What follows belongs to an exercise in optimizing a design on an open flow for small area, a short achievable clock period and few clock cycles per item; a production flow would make more cautious choices. The RTL was checked by simulation tests, not by an equivalence proof against the original design.

## build 48
==> flow/design.v (excerpt) <==
module sss_combine (
    input  wire         clk,
    input  wire         rst,           
    input  wire         in_valid,
    output reg          in_ready,
    input  wire         in_last,
    input  wire [7:0]   in_index,
    input  wire [255:0] in_value,
    output reg          out_valid,
    output wire [255:0] out_secret,
    output reg  [1:0]   out_fault,     
    output reg  [3:0]   out_fault_rec  
);
Size: roughly 530 flip-flops, about 530 I/O pins.
==> flow/config.mk <==
export PLATFORM = sky130hd
export DESIGN_NAME = sss_combine
export DESIGN_NICKNAME = sss_combine
export VERILOG_FILES = /design/flow/design.v
export SDC_FILE = /design/flow/constraint.sdc
export NUM_CORES = 4
export LEC_CHECK = 0
export CAP_MARGIN = 20
export CORE_MARGIN = 2
export CORE_UTILIZATION = 40
export SLEW_MARGIN = 20
export TNS_END_PERCENT = 0
==> flow/constraint.sdc <==
create_clock -name core_clock -period 20.0 [get_ports {clk}]
set_input_delay 4.0000 -clock core_clock [delete_from_list [all_inputs] [get_ports {clk}]]
set_output_delay 4.0000 -clock core_clock [all_outputs]
set_load 0.01 [all_outputs]
standard.sh (not shown) runs the stock make flow with config.mk's settings and CLKGATE_MAP_FILE= SYNTH_SCRIPT=/design/flow/synth_recipe.tcl, a recipe that flattens the netlist after the stock synthesis.
==> flow/flow/run.sh <==
#!/bin/bash
set -uo pipefail
export BUFFER_PORTS_ARGS="-buffer_cell sky130_fd_sc_hd__buf_2"
export SETUP_SLACK_MARGIN=14.4
bash standard.sh > standard.log 2>&1
Build 48 completed end to end with timing, DRC and antenna clean.
Testbench counts of build 48, summed over its fixed seeds: cycles 9,828, commands 384.
The following lists how build 83 was set up differently from build 48:
# build 48
export LEC_CHECK = 0
export CAP_MARGIN = 20
export CORE_MARGIN = 2
export CORE_UTILIZATION = 40
export SLEW_MARGIN = 20
export TNS_END_PERCENT = 0
create_clock -name core_clock -period 20.0 [get_ports {clk}]
# build 83
export LEC_CHECK = 0
export CAP_MARGIN = 20
export CORE_MARGIN = 2
export CORE_UTILIZATION = 40
export CTS_CLUSTER_DIAMETER = 100
export CTS_CLUSTER_SIZE = 20
export SLEW_MARGIN = 20
export TNS_END_PERCENT = 0
create_clock -name core_clock -period 20.0 [get_ports {clk}]
==> flow/flow/run.sh <==
#!/bin/bash
set -uo pipefail
export BUFFER_PORTS_ARGS="-buffer_cell sky130_fd_sc_hd__buf_2"
export SETUP_SLACK_MARGIN=14.2
bash standard.sh > standard.log 2>&1
[summary]
Build 83 was carried through to the last stage, and its layout satisfied the timing, DRC and antenna checks. Build 83 ends up with a maximum single-stage delay on the critical path that is 20 ps higher than in build 48. Build 83: met1 track demand over resource in global routing is 0.27 points lower than what build 48 reported. Where via count is concerned, build 48 is outperformed by build 83. NOTE detail-routed net length per standard cell build 48->build 83 decreased by a few percent. Against build 48, build 83 reports a clock slew at the register clock pins of the worst setup and hold paths that is higher. Build 83 against build 48: global router's overall resource usage went down; worst hold slack +6.6 ps.
Input-level comparison between build 81 and build 83:
# build 83
export LEC_CHECK = 0
export CAP_MARGIN = 20
export CORE_MARGIN = 2
export CORE_UTILIZATION = 40
export CTS_CLUSTER_DIAMETER = 100
export CTS_CLUSTER_SIZE = 20
export SLEW_MARGIN = 20
export TNS_END_PERCENT = 0
create_clock -name core_clock -period 20.0 [get_ports {clk}]
# build 81
export LEC_CHECK = 0
export CAP_MARGIN = 20
export CORE_MARGIN = 2
export CORE_UTILIZATION = 40
export SLEW_MARGIN = 20
export TNS_END_PERCENT = 0
create_clock -name core_clock -period 20.0 [get_ports {clk}]
==> flow/flow/run.sh <==
#!/bin/bash
set -uo pipefail
export BUFFER_PORTS_ARGS="-buffer_cell sky130_fd_sc_hd__buf_2"
export SETUP_SLACK_MARGIN=14.6
bash standard.sh > standard.log 2>&1
Findings:
Every run in the comparison, build 81 and build 83, completed the flow with a clean layout.
Summary: with build 83 as the reference, post-route standard cell area excluding fillers in build 81 moved up by a few percent.
For the fmax, build 81 came in 3.2% higher than build 83 did.
Row post-route clock period utilization: build 81 lower / build 83 higher
Input changes introduced in build 23 (baseline for comparison: build 81):
# build 81
export LEC_CHECK = 0
export CAP_MARGIN = 20
export CORE_MARGIN = 2
export CORE_UTILIZATION = 40
export SLEW_MARGIN = 20
export TNS_END_PERCENT = 0
create_clock -name core_clock -period 20.0 [get_ports {clk}]
# build 23
export LEC_CHECK = 0
export CAP_MARGIN = 20
export CORE_MARGIN = 2
export CORE_UTILIZATION = 40
export SLEW_MARGIN = 20
create_clock -name core_clock -period 20.0 [get_ports {clk}]
==> flow/flow/run.sh <==
#!/bin/bash
set -uo pipefail
export BUFFER_PORTS_ARGS="-buffer_cell sky130_fd_sc_hd__buf_2"
export SETUP_SLACK_MARGIN=14.0
bash standard.sh > standard.log 2>&1
Results
- Build 23 | status: complete | timing, DRC, antenna: pass
- ~same insertion delay to the later sink of the worst-skew pair in build 23 and build 81
- NOTE: sequential share of cell area in build 23 exceeds that of build 81
- Register-to-register slack was higher in build 81 than in build 23.
- Build 23 does better than build 81 on routed wire length.
- Cmp build 23 vs build 81: met2 track demand over resource in global routing lower in build 23
- Build 23 gives less wire length of the first global-routing pass than build 81 did.
- Build 23 vs. build 81: layout overhead on the synthesized area shows a reduction of 1.4 points.

========
sss_combine again, from the RTL that the note above started with.
==> flow/design.v (excerpt) <==
module sss_combine (
    input  wire         clk,
    input  wire         rst,           
    input  wire         in_valid,
    output reg          in_ready,
    input  wire         in_last,
    input  wire [7:0]   in_index,
    input  wire [255:0] in_value,
    output reg          out_valid,
    output wire [255:0] out_secret,
    output reg  [1:0]   out_fault,     
    output reg  [3:0]   out_fault_rec  
);
export LEC_CHECK = 0
export CAP_MARGIN = 20
export CORE_MARGIN = 2
export CORE_UTILIZATION = 50
export CTS_CLUSTER_DIAMETER = 100
export CTS_CLUSTER_SIZE = 20
export SLEW_MARGIN = 20
export TNS_END_PERCENT = 0
create_clock -name core_clock -period 20.0 [get_ports {clk}]
==> flow/flow/run.sh <==
#!/bin/bash
set -uo pipefail
export BUFFER_PORTS_ARGS="-buffer_cell sky130_fd_sc_hd__buf_2"
export SETUP_SLACK_MARGIN=14.4
bash standard.sh > standard.log 2>&1
The first run completed without violations.
Testbench counts at the start, summed over its fixed seeds: cycles 9,828, commands 384.
Change:
CORE_UTILIZATION = 40   (was 50)
After rerunning:
- synthesized cell count does not change
- via count is higher by about 1.6%
- design area is higher by about 1.3%

[what the ideal ports hide]
No port has a modelled driver above. Below, the same layouts with a new extraction and two added sets of constraints.
Step 1 sets driving cells, clkbuf_16 on the clock port and buf_2 on the other inputs (assumed; they add their load-dependent delay and slew).
Step 2 adds t to the input delays and takes it off the output delays; t is the mean of the earliest and latest rising clock arrival at the registers after step 1. Input paths then give back, and output paths get back, about the clock's delay inside the block.
Three values: ideal ports, drivers, drivers and shift; two values: the first two.
run	t (ns)	setup slack, ns	clock arrival spread, ns
build 48	0.785	14.321 / 14.330 / 13.545	0.062 / 0.062
build 83	0.747	14.044 / 14.075 / 13.328	0.056 / 0.056
build 81	0.782	14.227 / 14.227 / 13.445	0.062 / 0.062
build 23	0.770	14.004 / 14.038 / 13.268	0.055 / 0.055
the first run of note 2	0.742	14.138 / 14.190 / 13.448	0.054 / 0.054
the second run of note 2	0.752	14.317 / 14.331 / 13.579	0.062 / 0.061
After both steps setup and hold are still met in every run listed. For build 81, which loses most, drivers alone change the setup slack by 0.000 ns; drivers and shift together by -0.782 ns.
